This is an optimization exercise on Yosys and OpenROAD, whose aim is small area and few clock cycles, not a production implementation.
Power figures rest on the tool's default switching activity, not on a simulated workload.

==> flow/design.v <==
module ftb_recv (
    input  wire       clk,
    input  wire       rst,
    input  wire       start,
    output wire       ready,
    input  wire       rx_valid,
    input  wire [7:0] rx_data,
    output wire       rx_take,
    output wire       done,
    output reg  [2:0] status,
    output reg  [7:0] plen,
    output wire       pl_valid,
    output wire [7:0] pl_data,
    input  wire       pl_ready
);
    localparam integer N   = 252;           
    localparam [7:0]   NM1 = N - 1;
    localparam [3:0]   TAP = 4'd11;
    localparam [2:0] ST_OK           = 3'd0,
                     ST_TIMED_OUT    = 3'd1,
                     ST_OVERFLOWED   = 3'd2,
                     ST_CRC_MISMATCH = 3'd3;
    reg [7:0]  ring [0:N-1];
    reg        busy;          
    reg [7:0]  cnt;           
    reg        exp_set;       
    reg [7:0]  len;           
    reg [15:0] crc;           
    reg [7:0]  rem;           
    reg [7:0]  tap;           
    reg [7:0]  fpos;          
    reg [7:0]  skid;          
    reg        sk_v;
    reg [15:0] crc_upd;
    integer i;
    always @* begin
        crc_upd = crc ^ {rx_data, 8'h00};
        for (i = 0; i < 8; i = i + 1)
            crc_upd = crc_upd[15] ? ((crc_upd << 1) ^ 16'h1021) : (crc_upd << 1);
    end
    wire [8:0] cnt9    = {1'b0, cnt};
    wire       rem_nz  = |rem;
    wire       owed    = rem_nz || sk_v;      
    wire       ge2     = |cnt[7:1];
    wire       in_pay  = exp_set && ge2 && (cnt9 < {1'b0, len} + 9'd2);
    wire       in_crc  = exp_set && ge2 && (cnt9 < {1'b0, len} + 9'd4);
    wire       at_end  = exp_set && (cnt9 == {1'b0, len} + 9'd4);
    wire       at_last = &cnt;
    wire       wr_pay  = in_pay && (len <= 8'd250);
    wire       first   = (cnt == 8'd2);
    wire       contig  = first || ({1'b0, fpos} + 9'd3 == cnt9);
    wire [7:0] cur;
    wire       pull;
    wire       blk     = rem_nz && ((tap == NM1 && !pull) ||
                                    ({1'b0, tap} + 9'd1 < {1'b0, rem}));
    wire       allow   = (at_last || at_end) ? !owed :
                         wr_pay ? (contig && !blk) : 1'b1;
    assign rx_take = busy && allow;
    wire   take     = rx_take && rx_valid;
    wire   wr       = take && wr_pay;
    wire   fin_take = take && (at_last || (at_end && rx_data == 8'h03));
    wire   fin_to   = busy && !rx_valid && !owed;
    wire   crc_ok   = (crc == 16'h0000);
    wire   new_pay  = fin_take && !at_last && crc_ok && (len != 8'd0);
    assign done     = fin_take || fin_to;
    assign ready    = !busy || done;
    assign cur      = rem_nz ? tap : fpos;
    wire   ring_due = rem_nz || new_pay;
    wire   at_tap   = (cur[3:0] == TAP);
    assign pull     = ring_due && at_tap && (!sk_v || pl_ready);
    reg [7:0] tapv [0:15];
    integer j;
    always @*
        for (j = 0; j < 16; j = j + 1)
            tapv[j] = ring[16*j + TAP];
    wire [7:0] tap_data = tapv[cur[7:4]];
    assign pl_valid = sk_v || (ring_due && at_tap);
    assign pl_data  = sk_v ? skid : tap_data;
    always @* begin
        plen = len;
        if (!rx_valid)      status = ST_TIMED_OUT;
        else if (at_last)   status = ST_OVERFLOWED;
        else if (crc_ok)    status = ST_OK;
        else                status = ST_CRC_MISMATCH;
    end
    integer k;
    always @(posedge clk) begin
        ring[0] <= wr ? rx_data : ring[N-1];
        for (k = 1; k < N; k = k + 1)
            ring[k] <= ring[k-1];
    end
    always @(posedge clk) begin
        fpos <= (wr && first) ? 8'd0 : (fpos == NM1) ? 8'd0 : fpos + 8'd1;
        tap  <= pull ? cur : (cur == NM1) ? 8'd0 : cur + 8'd1;
        if (pull && (sk_v || !pl_ready))
            skid <= tap_data;
        if (take) begin
            cnt <= cnt + 8'd1;
            if (cnt == 8'd0) exp_set <= (rx_data == 8'h02);
            if (cnt == 8'd1) len <= rx_data;
            if (in_crc) crc <= crc_upd;
        end
        if (rst) begin
            busy <= 1'b0;
            rem  <= 8'd0;
            sk_v <= 1'b0;
        end else begin
            if (start && ready) begin
                busy <= 1'b1;
                cnt  <= 8'd0;
                crc  <= 16'h0000;
            end else if (done) begin
                busy <= 1'b0;
            end
            rem  <= rem_nz ? rem - {7'd0, pull} : new_pay ? len - {7'd0, pull} : 8'd0;
            sk_v <= pull ? (sk_v || !pl_ready) : (sk_v && !pl_ready);
        end
    end
endmodule
export LEC_CHECK = 0
export CAP_MARGIN = 20
export CORE_MARGIN = 2
export CORE_UTILIZATION = 40
export SLEW_MARGIN = 20
create_clock -name core_clock -period 10.0 [get_ports {clk}]
run.sh (not shown) runs the stock make flow with config.mk's settings and CLKGATE_MAP_FILE= SYNTH_SCRIPT=/design/flow/synth_recipe.tcl, a recipe that flattens the netlist after the stock synthesis.
Then changed:
==> flow/flow/run.sh (new file) <==
#!/bin/bash
# Standard ORFS layout, with clock tree synthesis run without dummy loads and
# with larger sink clusters driven by clkbuf_8 leaf buffers.
set -euo pipefail
export CTS_ARGS="-sink_clustering_enable -repair_clock_nets -dont_use_dummy_load -buf_list sky130_fd_sc_hd__clkbuf_8 -sink_clustering_size 20 -sink_clustering_max_diameter 60 -sink_buffer_max_cap_derate 1.0"
bash standard.sh > standard_flow.log 2>&1
==> flow/standard.sh (new file) <==
#!/bin/bash
# synth_recipe.tcl (not shown) runs the flow's synth.tcl, then flattens the netlist and writes it again
# the make line also repeats each setting of config.mk as NAME=value (left out here)
make -C /OpenROAD-flow-scripts/flow DESIGN_CONFIG=/design/flow/config.mk WORK_HOME=/design/flow/orfs CLKGATE_MAP_FILE= SYNTH_SCRIPT=/design/flow/synth_recipe.tcl "${@:-finish}"
Settings changed: CORE_UTILIZATION 40 to 70.
removed: flow/run.sh
Routed wire length goes up by a few percent.
Worst setup slack gets worse by 0.24 ns.
Power goes down by a quarter to a third.
Core utilization goes up by 27 points.
Critical path depth goes up by 1.
Final cell count goes down by about a fifth.
Clock power goes down by well over a third.
Synthesized cell count stays the same.
Clock-buffer cell count goes down by 142.
Then changed:
==> flow/run.sh (new file) <==
#!/bin/bash
# synth_recipe.tcl (not shown) runs the flow's synth.tcl, then flattens the netlist and writes it again
# the make line also repeats each setting of config.mk as NAME=value (left out here)
make -C /OpenROAD-flow-scripts/flow DESIGN_CONFIG=/design/flow/config.mk WORK_HOME=/design/flow/orfs CLKGATE_MAP_FILE= SYNTH_SCRIPT=/design/flow/synth_recipe.tcl finish
removed: flow/flow/run.sh
removed: flow/standard.sh
What happened: Worst hold slack improved by 0.050 ns. Critical path depth stays the same. Final cell count climbs by 5.5%. Global-route usage rises by 11 points.
No functional check of the RTL was part of any run of this note.

re-timing with driven ports:
The results above use ideal ports. As a check the final layouts listed here were re-extracted and re-timed, cells and wires unchanged.
Step 1 sets driving cells, clkbuf_16 on the clock port and buf_2 on the other inputs (assumed; they add their load-dependent delay and slew).
Step 2, shift: input delay + t, output delay - t, t = (earliest + latest rising clock arrival at the registers) / 2. This alone moves slack from input paths to output paths.
Slacks: no drivers / after step 1 / after step 2; pairs: no drivers / after step 1.
| run | t, ns | slack for setup (ns) | worst hold slack (ns) | worst setup path after step 2 | worst slew at a driven data input, ns |
|---|---|---|---|---|---|
| the first run | 0.809 | 2.332 / 2.262 / 2.307 | 0.287 / 0.287 / 0.287 | input to output | 0.04 |
| the second run | 0.760 | 2.091 / 2.027 / 2.294 | 0.252 / 0.252 / 0.252 | input to output | 0.04 |
| the third run | 0.831 | 1.714 / 1.646 / 2.317 | 0.302 / 0.302 / 0.302 | input to output | 0.04 |
After both steps setup and hold are still met in every run listed. The setup slack of the first run, which loses most, moves by -0.070 ns with the drivers and by -0.025 ns with both steps.
